Background: an optimization exercise with open tools, aiming at small area. Do not read the settings as production practice.
Only simulation tests tie the RTL to the original design; equivalence was not proved.
The flow treats the clock pin as an ideal source. Dropping or thinning the clock tree relies on that and would not hold on a real chip.

==> branch raven <==
## swd_block
module swd_block (
    input  wire       clk,
    input  wire       rst_n,
    input  wire       tick,
    input  wire       bus_en,
    input  wire       bus_we,
    input  wire [2:0] bus_addr,
    input  wire [7:0] bus_wdata,
    output reg  [7:0] bus_rdata,
    output wire       dq_oe,
    output wire       dq_o,
    input  wire       dq_i,
    input  wire       btn_i,
    output wire       irq_o,
    output wire [1:0] page_o,
    output wire [7:0] hum_o,
    output wire [7:0] temp_o,
    output wire       valid_o,
    output wire       busy_o
);
export LEC_CHECK = 0
export CAP_MARGIN = 0
export CORE_MARGIN = 2
export CORE_UTILIZATION = 60
export GPL_TIMING_DRIVEN = 0
export PLACE_DENSITY = 0.75
export SLEW_MARGIN = 0
create_clock -name core_clock -period 10.0 [get_ports {clk}]
standard.sh (not shown) runs the stock make flow with config.mk's settings and CLKGATE_MAP_FILE= SYNTH_SCRIPT=/design/flow/synth_recipe.tcl, a recipe that flattens the netlist after the stock synthesis.
==> flow/flow/run.sh <==
#!/bin/bash
# Own layout flow: the standard flow (ORFS, with the standard flow's config.mk) with
#  - the standard synthesis, but area-oriented ABC scripts (own_synth.tcl),
#  - the smallest buffer (buf_1) on every port,
#  - a hand-built clock tree in place of ORFS's CTS (pre_cts.tcl).
# Each tool's full output is in orfs/logs/; make's output is in standard.log.
set -euo pipefail
export OWN_WORK_DIR="$(pwd)"
export OWN_FLOW_DIR="$(pwd)/flow"
export OWN_ABC_SCRIPTS="tdeep4.abc tdeep5.abc tdeep6.abc tdeep7.abc area1.abc area2.abc deep1.abc deep2.abc deep3.abc deep4.abc deep5.abc deep6.abc deep7.abc deep8.abc deep9.abc deep10.abc deep11.abc deep12.abc deep13.abc deep14.abc deep15.abc deep16.abc"
export OWN_ABC_JOBS=8
export OWN_CTS_SLEW=0.120
export OWN_CTS_TREES="{2 2 sky130_fd_sc_hd__buf_6} {3 2 sky130_fd_sc_hd__buf_4} {2 2 sky130_fd_sc_hd__clkbuf_8} {3 2 sky130_fd_sc_hd__buf_6} {3 2 sky130_fd_sc_hd__clkbuf_8} {3 3 sky130_fd_sc_hd__clkbuf_8}"
export BUFFER_PORTS_ARGS="-buffer_cell sky130_fd_sc_hd__buf_1"
export PRE_CTS_TCL="$OWN_FLOW_DIR/pre_cts.tcl"
sed -e "s|SYNTH_SCRIPT=[^ ]*|SYNTH_SCRIPT=$OWN_FLOW_DIR/own_synth.tcl|" standard.sh > own_standard.sh
grep -q "SYNTH_SCRIPT=$OWN_FLOW_DIR/own_synth.tcl" own_standard.sh
bash own_standard.sh > standard.log 2>&1
==> flow/flow/deep1.abc <==
strash
&get -n
&deepsyn -J 100 -T 900 -S 1
&put
dch -f
amap
==> flow/flow/deep10.abc <==
strash
&get -n
&deepsyn -J 100 -T 900 -S 10
&put
dch -f
amap
==> flow/flow/deep11.abc <==
strash
&get -n
&deepsyn -J 100 -T 900 -S 11
&put
dch -f
amap
==> flow/flow/deep12.abc <==
strash
&get -n
&deepsyn -J 100 -T 900 -S 12
&put
dch -f
amap
==> flow/flow/deep13.abc <==
strash
&get -n
&deepsyn -J 100 -T 900 -S 13
&put
dch -f
amap
==> flow/flow/deep14.abc <==
strash
&get -n
&deepsyn -J 100 -T 900 -S 14
&put
dch -f
amap
==> flow/flow/deep15.abc <==
strash
&get -n
&deepsyn -J 100 -T 900 -S 15
&put
dch -f
amap
==> flow/flow/deep16.abc <==
strash
&get -n
&deepsyn -J 100 -T 900 -S 16
&put
dch -f
amap
==> flow/flow/deep2.abc <==
strash
&get -n
&deepsyn -J 100 -T 900 -S 2
&put
dch -f
amap
==> flow/flow/deep3.abc <==
strash
&get -n
&deepsyn -J 100 -T 900 -S 3
&put
dch -f
amap
==> flow/flow/deep4.abc <==
strash
&get -n
&deepsyn -J 100 -T 900 -S 4
&put
dch -f
amap
==> flow/flow/deep5.abc <==
strash
&get -n
&deepsyn -J 100 -T 900 -S 5
&put
dch -f
amap
==> flow/flow/deep6.abc <==
strash
&get -n
&deepsyn -J 100 -T 900 -S 6
&put
dch -f
amap
==> flow/flow/deep7.abc <==
strash
&get -n
&deepsyn -J 100 -T 900 -S 7
&put
dch -f
amap
==> flow/flow/deep8.abc <==
strash
&get -n
&deepsyn -J 100 -T 900 -S 8
&put
dch -f
amap
==> flow/flow/deep9.abc <==
strash
&get -n
&deepsyn -J 100 -T 900 -S 9
&put
dch -f
amap
==> flow/flow/own_synth.tcl <==
# The standard synthesis (synth_recipe.tcl, unchanged) with area-oriented
# ABC scripts for the combinational logic. Each script in $OWN_ABC_SCRIPTS is
# run on the same pre-ABC netlist, in $OWN_ABC_JOBS parallel Yosys processes
# (logs in own_abc/), and the smallest result is kept. The flip-flops are mapped before
# ABC runs, so they are the standard synthesis's, with the same names and
# cells; ABC only maps the logic between them.
proc own_area_of {f} {
  set fh [open $f r]; set txt [read $fh]; close $fh
  if {[regexp {Chip area for module[^:]*:\s*([0-9.]+)} $txt -> a]} { return $a }
  return 1e18
}
proc abc {args} {
  set i [lsearch -exact $args -script]
  if {$i < 0} { yosys abc {*}$args; return }
  set lib [lindex $args [expr {[lsearch -exact $args -liberty] + 1}]]
  set d $::env(OWN_WORK_DIR)/own_abc
  file mkdir $d
  yosys write_rtlil $d/pre.il
  set k 0
  set jobs {}
  foreach s $::env(OWN_ABC_SCRIPTS) {
    lset args [expr {$i + 1}] $::env(OWN_FLOW_DIR)/$s
    set fh [open $d/run_$k.ys w]
    puts $fh "read_rtlil $d/pre.il"
    puts $fh "abc $args"
    puts $fh "write_rtlil $d/out_$k.il"
    puts $fh "tee -o $d/stat_$k.txt stat -liberty $lib"
    close $fh
    lappend jobs $k
    incr k
  }
  set fh [open $d/jobs.txt w]; puts $fh [join $jobs "\n"]; close $fh
  exec bash -c "xargs -P $::env(OWN_ABC_JOBS) -I@ sh -c '$::env(YOSYS_EXE) -q -s $d/run_@.ys > $d/log_@.txt 2>&1' < $d/jobs.txt; true"
  set best -1; set besta 1e18
  for {set j 0} {$j < $k} {incr j} {
    set a 1e18
    if {[file exists $d/stat_$j.txt]} { set a [own_area_of $d/stat_$j.txt] }
    puts "own_synth: ABC script [lindex $::env(OWN_ABC_SCRIPTS) $j]: area $a"
    if {$a < $besta} { set besta $a; set best $j }
  }
  if {$best < 0} { error "own_synth: no ABC script finished" }
  puts "own_synth: keeping [lindex $::env(OWN_ABC_SCRIPTS) $best] (area $besta)"
  yosys design -reset
  yosys read_rtlil $d/out_$best.il
}
source $::env(OWN_WORK_DIR)/synth_recipe.tcl
==> flow/flow/tdeep4.abc <==
strash
&get -n
&deepsyn -T 120 -S 4
&put
dch -f
amap
==> flow/flow/tdeep5.abc <==
strash
&get -n
&deepsyn -T 120 -S 5
&put
dch -f
amap
==> flow/flow/tdeep6.abc <==
strash
&get -n
&deepsyn -T 120 -S 6
&put
dch -f
amap
==> flow/flow/tdeep7.abc <==
strash
&get -n
&deepsyn -T 120 -S 7
&put
dch -f
amap
Other scripts of this flow, unchanged in this note and not shown: flow/flow/area1.abc, flow/flow/area2.abc, flow/flow/manual_cts.tcl, flow/flow/pre_cts.tcl
==> branch violet (differences from branch raven) <==
--- a/flow/design.v
+++ b/flow/design.v
@@ -61,21 +61,21 @@
     reg        last_level;
     reg [1:0]  page;
     wire busy = (phase != PH_NONE);
     wire tk   = tick & busy;
     wire in_wait = (phase == PH_ACK1) | (phase == PH_ACK2) | (phase == PH_ACK3) |
                    (phase == PH_BIT_WH) | (phase == PH_BIT_WL);
     wire wait_level = ~((phase == PH_ACK2) | (phase == PH_BIT_WH));
     wire moved = dq_s ^ wait_level;
-    wire t_stab   = &{cnt[9:5], cnt[3]};                              
-    wire t_start  = bitn[3] & cnt[10] & cnt[9] & cnt[6] & cnt[4];      
-    wire t_rel    = cnt[5] & cnt[3];                                  
-    wire t_to     = (&cnt[10:6]) & cnt[4];                            
-    wire t_settle = &cnt[4:1];                                        
+    wire t_stab   = &{cnt[9:5], cnt[2:0]};                           
+    wire t_start  = bitn[3] & cnt[10] & cnt[9] & cnt[6] & (&cnt[3:0]);  
+    wire t_rel    = cnt[5] & (&cnt[2:0]);                            
+    wire t_to     = (&cnt[10:6]) & (&cnt[3:0]);                      
+    wire t_settle = (&cnt[4:2]) & cnt[0];                            
     wire t_deb    = bitn[4] & bitn[3] & cnt[9] & cnt[8] & cnt[6] & cnt[4];  
     wire cmd_wr   = bus_en & bus_we & (bus_addr == 3'd0);
     wire cmd_code = (bus_wdata[7:2] == 6'd0) & (bus_wdata[1] ^ bus_wdata[0]);
     wire accept   = cmd_wr & cmd_code & ~busy;
     wire reject   = cmd_wr & ~accept;
     reg  [3:0] phase_n;
     reg        adv;        
     reg        fin;        
@@ -88,17 +88,16 @@
         to      = 1'b0;
         shift   = 1'b0;
         case (phase)
             PH_STAB:       if (t_stab)  begin adv = 1'b1; phase_n = PH_START_LOW; end
             PH_START_LOW:  if (t_start) begin adv = 1'b1; phase_n = PH_REL_HIGH; end
             PH_REL_HIGH:   if (t_rel)   begin adv = 1'b1; phase_n = PH_ACK1; end
             PH_BIT_SETTLE: if (t_settle) begin adv = 1'b1; shift = 1'b1; phase_n = PH_BIT_WL; end
             PH_DEB_SAMPLE: begin
-                adv = 1'b1;
                 if (btn_s | last_level) begin fin = 1'b1; phase_n = PH_NONE; end
                 else phase_n = PH_DEB_WAIT;
             end
             PH_DEB_WAIT:   if (t_deb)   begin fin = 1'b1; phase_n = PH_NONE; end
             PH_NONE: ;
             default: begin  
                 if (moved) begin
                     adv = 1'b1;
@@ -130,24 +129,24 @@
             if (gi == 0)
                 assign carry[gi] = add_bit & add_pos[gi];
             else
                 assign carry[gi] = (add_bit & add_pos[gi]) | (carry[gi-1] & acc[gi-1]);
         end
     endgenerate
     always @(posedge clk) begin
         if (!busy | (tk & adv))
-            cnt <= 11'd1;
+            cnt <= 11'd0;
         else
             cnt <= cnt + {10'd0, tk};
         if (!busy | (tk & (phase == PH_START_LOW) & t_start))
             bitn <= 6'd0;
         else
             bitn <= bitn + {5'd0, tk & ((&cnt) | shift)};
-        if (!busy)
+        if (accept)
             acc <= 8'd0;
         else
             acc <= acc ^ carry;
         if (take & ~bitn[5] & ~bitn[3])
             stage <= {stage[14:0], dq_s};
     end
     always @(posedge clk or negedge rst_n) begin
         if (!rst_n) begin
==> flow/flow/run.sh (replaced) <==
#!/bin/bash
# Own layout flow: the standard flow (ORFS, with the standard flow's config.mk) with
#  - the standard synthesis, but area-oriented ABC scripts (own_synth.tcl),
#  - the smallest buffer (buf_1) on every port,
#  - a hand-built clock tree in place of ORFS's CTS (pre_cts.tcl).
# Each tool's full output is in orfs/logs/; make's output is in standard.log.
set -euo pipefail
export OWN_WORK_DIR="$(pwd)"
export OWN_FLOW_DIR="$(pwd)/flow"
export OWN_ABC_SCRIPTS="area1.abc area2.abc deep1.abc deep2.abc deep3.abc"
export OWN_CTS_SLEW=0.120
export OWN_CTS_TREES="{2 2 sky130_fd_sc_hd__buf_6} {3 2 sky130_fd_sc_hd__buf_4} {2 2 sky130_fd_sc_hd__clkbuf_8} {3 2 sky130_fd_sc_hd__buf_6} {3 2 sky130_fd_sc_hd__clkbuf_8} {3 3 sky130_fd_sc_hd__clkbuf_8}"
export BUFFER_PORTS_ARGS="-buffer_cell sky130_fd_sc_hd__buf_1"
export PRE_CTS_TCL="$OWN_FLOW_DIR/pre_cts.tcl"
sed -e "s|SYNTH_SCRIPT=[^ ]*|SYNTH_SCRIPT=$OWN_FLOW_DIR/own_synth.tcl|" standard.sh > own_standard.sh
grep -q "SYNTH_SCRIPT=$OWN_FLOW_DIR/own_synth.tcl" own_standard.sh
bash own_standard.sh > standard.log 2>&1
==> flow/flow/deep1.abc (replaced) <==
strash
&get -n
&deepsyn -T 60 -S 1
&put
dch -f
amap
==> flow/flow/deep2.abc (replaced) <==
strash
&get -n
&deepsyn -T 60 -S 2
&put
dch -f
amap
==> flow/flow/deep3.abc (replaced) <==
strash
&get -n
&deepsyn -T 60 -S 3
&put
dc2
dch -f
amap
==> flow/flow/own_synth.tcl (replaced) <==
# The standard synthesis (synth_recipe.tcl, unchanged) with area-oriented
# ABC scripts for the combinational logic: each script in $OWN_ABC_SCRIPTS is
# run on the same netlist and the smallest result is kept. The flip-flops are
# mapped before ABC runs, so they are the standard synthesis's, with the same
# names and cells.
proc own_area {lib} {
  set f $::env(OWN_WORK_DIR)/own_abc_stat.txt
  yosys tee -q -o $f stat -liberty $lib
  set fh [open $f r]; set txt [read $fh]; close $fh
  regexp {Chip area for module[^:]*:\s*([0-9.]+)} $txt -> a
  return $a
}
proc abc {args} {
  set i [lsearch -exact $args -script]
  if {$i < 0} { yosys abc {*}$args; return }
  set lib [lindex $args [expr {[lsearch -exact $args -liberty] + 1}]]
  yosys design -save own_pre_abc
  set best -1; set besta 1e18; set k 0
  foreach s $::env(OWN_ABC_SCRIPTS) {
    yosys design -load own_pre_abc
    lset args [expr {$i + 1}] $::env(OWN_FLOW_DIR)/$s
    yosys abc {*}$args
    set a [own_area $lib]
    puts "own_synth: ABC script $s: area $a"
    yosys design -save own_abc_$k
    if {$a < $besta} { set besta $a; set best $k }
    incr k
  }
  puts "own_synth: keeping [lindex $::env(OWN_ABC_SCRIPTS) $best] (area $besta)"
  yosys design -load own_abc_$best
}
source $::env(OWN_WORK_DIR)/synth_recipe.tcl
- CORE_UTILIZATION: 60 -> 40
- PLACE_DENSITY: 0.75 -> 0.6
removed: flow/flow/deep10.abc
removed: flow/flow/deep11.abc
removed: flow/flow/deep12.abc
removed: flow/flow/deep13.abc
removed: flow/flow/deep14.abc
removed: flow/flow/deep15.abc
removed: flow/flow/deep16.abc
removed: flow/flow/deep4.abc
removed: flow/flow/deep5.abc
removed: flow/flow/deep6.abc
removed: flow/flow/deep7.abc
removed: flow/flow/deep8.abc
removed: flow/flow/deep9.abc
removed: flow/flow/tdeep4.abc
removed: flow/flow/tdeep5.abc
removed: flow/flow/tdeep6.abc
removed: flow/flow/tdeep7.abc
==> branch harbor (differences from branch raven) <==
--- a/flow/design.v
+++ b/flow/design.v
@@ -61,21 +61,21 @@
     reg        last_level;
     reg [1:0]  page;
     wire busy = (phase != PH_NONE);
     wire tk   = tick & busy;
     wire in_wait = (phase == PH_ACK1) | (phase == PH_ACK2) | (phase == PH_ACK3) |
                    (phase == PH_BIT_WH) | (phase == PH_BIT_WL);
     wire wait_level = ~((phase == PH_ACK2) | (phase == PH_BIT_WH));
     wire moved = dq_s ^ wait_level;
-    wire t_stab   = &{cnt[9:5], cnt[3]};                              
-    wire t_start  = bitn[3] & cnt[10] & cnt[9] & cnt[6] & cnt[4];      
-    wire t_rel    = cnt[5] & cnt[3];                                  
-    wire t_to     = (&cnt[10:6]) & cnt[4];                            
-    wire t_settle = &cnt[4:1];                                        
+    wire t_stab   = &{cnt[9:5], cnt[2:0]};                           
+    wire t_start  = bitn[3] & cnt[10] & cnt[9] & cnt[6] & (&cnt[3:0]);  
+    wire t_rel    = cnt[5] & (&cnt[2:0]);                            
+    wire t_to     = (&cnt[10:6]) & (&cnt[3:0]);                      
+    wire t_settle = (&cnt[4:2]) & cnt[0];                            
     wire t_deb    = bitn[4] & bitn[3] & cnt[9] & cnt[8] & cnt[6] & cnt[4];  
     wire cmd_wr   = bus_en & bus_we & (bus_addr == 3'd0);
     wire cmd_code = (bus_wdata[7:2] == 6'd0) & (bus_wdata[1] ^ bus_wdata[0]);
     wire accept   = cmd_wr & cmd_code & ~busy;
     wire reject   = cmd_wr & ~accept;
     reg  [3:0] phase_n;
     reg        adv;        
     reg        fin;        
@@ -88,17 +88,16 @@
         to      = 1'b0;
         shift   = 1'b0;
         case (phase)
             PH_STAB:       if (t_stab)  begin adv = 1'b1; phase_n = PH_START_LOW; end
             PH_START_LOW:  if (t_start) begin adv = 1'b1; phase_n = PH_REL_HIGH; end
             PH_REL_HIGH:   if (t_rel)   begin adv = 1'b1; phase_n = PH_ACK1; end
             PH_BIT_SETTLE: if (t_settle) begin adv = 1'b1; shift = 1'b1; phase_n = PH_BIT_WL; end
             PH_DEB_SAMPLE: begin
-                adv = 1'b1;
                 if (btn_s | last_level) begin fin = 1'b1; phase_n = PH_NONE; end
                 else phase_n = PH_DEB_WAIT;
             end
             PH_DEB_WAIT:   if (t_deb)   begin fin = 1'b1; phase_n = PH_NONE; end
             PH_NONE: ;
             default: begin  
                 if (moved) begin
                     adv = 1'b1;
@@ -130,24 +129,24 @@
             if (gi == 0)
                 assign carry[gi] = add_bit & add_pos[gi];
             else
                 assign carry[gi] = (add_bit & add_pos[gi]) | (carry[gi-1] & acc[gi-1]);
         end
     endgenerate
     always @(posedge clk) begin
         if (!busy | (tk & adv))
-            cnt <= 11'd1;
+            cnt <= 11'd0;
         else
             cnt <= cnt + {10'd0, tk};
         if (!busy | (tk & (phase == PH_START_LOW) & t_start))
             bitn <= 6'd0;
         else
             bitn <= bitn + {5'd0, tk & ((&cnt) | shift)};
-        if (!busy)
+        if (accept)
             acc <= 8'd0;
         else
             acc <= acc ^ carry;
         if (take & ~bitn[5] & ~bitn[3])
             stage <= {stage[14:0], dq_s};
     end
     always @(posedge clk or negedge rst_n) begin
         if (!rst_n) begin
==> flow/flow/run.sh (replaced) <==
#!/bin/bash
# Own layout flow: the standard flow (ORFS, with the standard flow's config.mk) with
#  - the standard synthesis, but area-oriented ABC scripts (own_synth.tcl),
#  - the smallest buffer (buf_1) on every port,
#  - a hand-built clock tree in place of ORFS's CTS (pre_cts.tcl).
# Each tool's full output is in orfs/logs/; make's output is in standard.log.
set -euo pipefail
export OWN_WORK_DIR="$(pwd)"
export OWN_FLOW_DIR="$(pwd)/flow"
export OWN_ABC_SCRIPTS="area1.abc area2.abc deep4.abc deep5.abc deep6.abc deep7.abc"
export OWN_CTS_SLEW=0.120
export OWN_CTS_TREES="{2 2 sky130_fd_sc_hd__buf_6} {3 2 sky130_fd_sc_hd__buf_4} {2 2 sky130_fd_sc_hd__clkbuf_8} {3 2 sky130_fd_sc_hd__buf_6} {3 2 sky130_fd_sc_hd__clkbuf_8} {3 3 sky130_fd_sc_hd__clkbuf_8}"
export BUFFER_PORTS_ARGS="-buffer_cell sky130_fd_sc_hd__buf_1"
export PRE_CTS_TCL="$OWN_FLOW_DIR/pre_cts.tcl"
sed -e "s|SYNTH_SCRIPT=[^ ]*|SYNTH_SCRIPT=$OWN_FLOW_DIR/own_synth.tcl|" standard.sh > own_standard.sh
grep -q "SYNTH_SCRIPT=$OWN_FLOW_DIR/own_synth.tcl" own_standard.sh
bash own_standard.sh > standard.log 2>&1
==> flow/flow/deep4.abc (replaced) <==
strash
&get -n
&deepsyn -T 120 -S 4
&put
dch -f
amap
==> flow/flow/deep5.abc (replaced) <==
strash
&get -n
&deepsyn -T 120 -S 5
&put
dch -f
amap
==> flow/flow/deep6.abc (replaced) <==
strash
&get -n
&deepsyn -T 120 -S 6
&put
dch -f
amap
==> flow/flow/deep7.abc (replaced) <==
strash
&get -n
&deepsyn -T 120 -S 7
&put
dch -f
amap
==> flow/flow/own_synth.tcl (replaced) <==
# The standard synthesis (synth_recipe.tcl, unchanged) with area-oriented
# ABC scripts for the combinational logic. Each script in $OWN_ABC_SCRIPTS is
# run on the same pre-ABC netlist, in parallel Yosys processes (logs in
# own_abc/), and the smallest result is kept. The flip-flops are mapped before
# ABC runs, so they are the standard synthesis's, with the same names and
# cells; ABC only maps the logic between them.
proc own_area_of {f} {
  set fh [open $f r]; set txt [read $fh]; close $fh
  if {[regexp {Chip area for module[^:]*:\s*([0-9.]+)} $txt -> a]} { return $a }
  return 1e18
}
proc abc {args} {
  set i [lsearch -exact $args -script]
  if {$i < 0} { yosys abc {*}$args; return }
  set lib [lindex $args [expr {[lsearch -exact $args -liberty] + 1}]]
  set d $::env(OWN_WORK_DIR)/own_abc
  file mkdir $d
  yosys write_rtlil $d/pre.il
  set k 0
  set jobs {}
  foreach s $::env(OWN_ABC_SCRIPTS) {
    lset args [expr {$i + 1}] $::env(OWN_FLOW_DIR)/$s
    set fh [open $d/run_$k.ys w]
    puts $fh "read_rtlil $d/pre.il"
    puts $fh "abc $args"
    puts $fh "write_rtlil $d/out_$k.il"
    puts $fh "tee -o $d/stat_$k.txt stat -liberty $lib"
    close $fh
    lappend jobs "$::env(YOSYS_EXE) -q -s $d/run_$k.ys > $d/log_$k.txt 2>&1 &"
    incr k
  }
  exec bash -c "[join $jobs { }] wait"
  set best -1; set besta 1e18
  for {set j 0} {$j < $k} {incr j} {
    set a 1e18
    if {[file exists $d/stat_$j.txt]} { set a [own_area_of $d/stat_$j.txt] }
    puts "own_synth: ABC script [lindex $::env(OWN_ABC_SCRIPTS) $j]: area $a"
    if {$a < $besta} { set besta $a; set best $j }
  }
  if {$best < 0} { error "own_synth: no ABC script finished" }
  puts "own_synth: keeping [lindex $::env(OWN_ABC_SCRIPTS) $best] (area $besta)"
  yosys design -reset
  yosys read_rtlil $d/out_$best.il
}
source $::env(OWN_WORK_DIR)/synth_recipe.tcl
removed: flow/flow/deep1.abc
removed: flow/flow/deep10.abc
removed: flow/flow/deep11.abc
removed: flow/flow/deep12.abc
removed: flow/flow/deep13.abc
removed: flow/flow/deep14.abc
removed: flow/flow/deep15.abc
removed: flow/flow/deep16.abc
removed: flow/flow/deep2.abc
removed: flow/flow/deep3.abc
removed: flow/flow/deep8.abc
removed: flow/flow/deep9.abc
removed: flow/flow/tdeep4.abc
removed: flow/flow/tdeep5.abc
removed: flow/flow/tdeep6.abc
removed: flow/flow/tdeep7.abc
==> results.json <==
{
  "status": "complete, no violations",
  "final_area_mm2": 0.00360,
  "dpl-instance-area_mm2": 0.00354,
  "synth.distinct_cells": 39,
  "dr.pass1.iters": 4,
  "avgSynthCellArea_um2": 10.3,
  "dieArea_mm2": 0.00873,
  "r2r_cells": 22,
  "final_cells": 467,
  "pwr_density_cell_mw_per_mm2": 175,
  "p_int_uw": 423,
  "clock_skew_ps": 8.60,
  "gr-usage-met2_pct": 30.1,
  "synth_fa_ha_area_share_pct": 4.30,
  "syn_nets": 340,
  "worst-path-stages": 22,
  "powerClk_uw": 110,
  "r2r_slack_ps": 5780,
  "crit_family": "compound AO/OA/AOI/OAI gates",
  "synthTopCellsByArea": "dfrtp_1 24%, dfxtp_1 17%, edfxtp_1 15%, nor2_1 5.6%, o22a_1 4.4%"
}
Source of the figures above: branch violet

==> results.json <==
{
  "avgSynthCellArea_um2": 10.3,
  "syn_nets": 334,
  "synth_fa_ha_area_share_pct": 4.38,
  "status": "complete, no violations",
  "crit_family": "compound AO/OA/AOI/OAI gates",
  "clock_skew_ps": 10.0,
  "synthTopCellsByArea": "dfrtp_1 25%, dfxtp_1 17%, edfxtp_1 15%, nor2_1 5.7%, o22a_1 4.5%",
  "r2r_slack_ps": 5840,
  "dieArea_mm2": 0.00584,
  "powerClk_uw": 110,
  "gr-usage-met2_pct": 38.5
}
Source of the figures above: branch harbor

==> results.json <==
{
  "status": "complete, no violations",
  "avgSynthCellArea_um2": 10.4,
  "crit_family": "simple AND/OR/NAND/NOR gates",
  "final_cells": 428,
  "pwr_density_cell_mw_per_mm2": 162,
  "syn_nets": 333,
  "powerClk_uw": 108,
  "clock_skew_ps": 9.71,
  "dieArea_mm2": 0.00585,
  "synth.distinct_cells": 37,
  "synthTopCellsByArea": "dfrtp_1 25%, dfxtp_1 17%, edfxtp_1 15%, o22a_1 5.0%, nor2_1 4.6%",
  "worst-path-stages": 6,
  "dpl-instance-area_mm2": 0.00345,
  "synth_fa_ha_area_share_pct": 4.37,
  "dr.pass1.iters": 5,
  "gr-usage-met2_pct": 40.8,
  "final_area_mm2": 0.00351
}
Source of the figures above: branch raven

In every run of this note, the design's own scripts or RTL, not TritonCTS, make the clock network.

afterwards: timing with drivers on the ports:
How much do the figures lean on ideal ports? The routed layouts below were timed once more, with nothing changed but the port constraints. Step 1 (the two cells are an assumption about what drives the block):
set clk [get_ports {clk}]
set_driving_cell -lib_cell sky130_fd_sc_hd__clkbuf_16 $clk
set_driving_cell -lib_cell sky130_fd_sc_hd__buf_2 [delete_from_list [all_inputs] $clk]
Step 2 adds t to the input delays and takes it off the output delays; t is the mean of the earliest and latest rising clock arrival at the registers after step 1. Input paths then give back, and output paths get back, about the clock's delay inside the block. Slacks: ideal / step 1 / step 2; pairs: ideal / step 1.
run	shift t [ns]	setup slack, ns	worst slew at a driven data input, ns
branch raven	0.215	4.345 / 4.309 / 4.237	0.04
branch violet	0.224	4.531 / 4.569 / 4.346	0.05
branch harbor	0.220	4.542 / 4.578 / 4.358	0.03
After both steps setup and hold are still met in every run listed. The setup slack of branch violet, which loses most, moves by +0.038 ns with the drivers and by -0.185 ns with both steps.
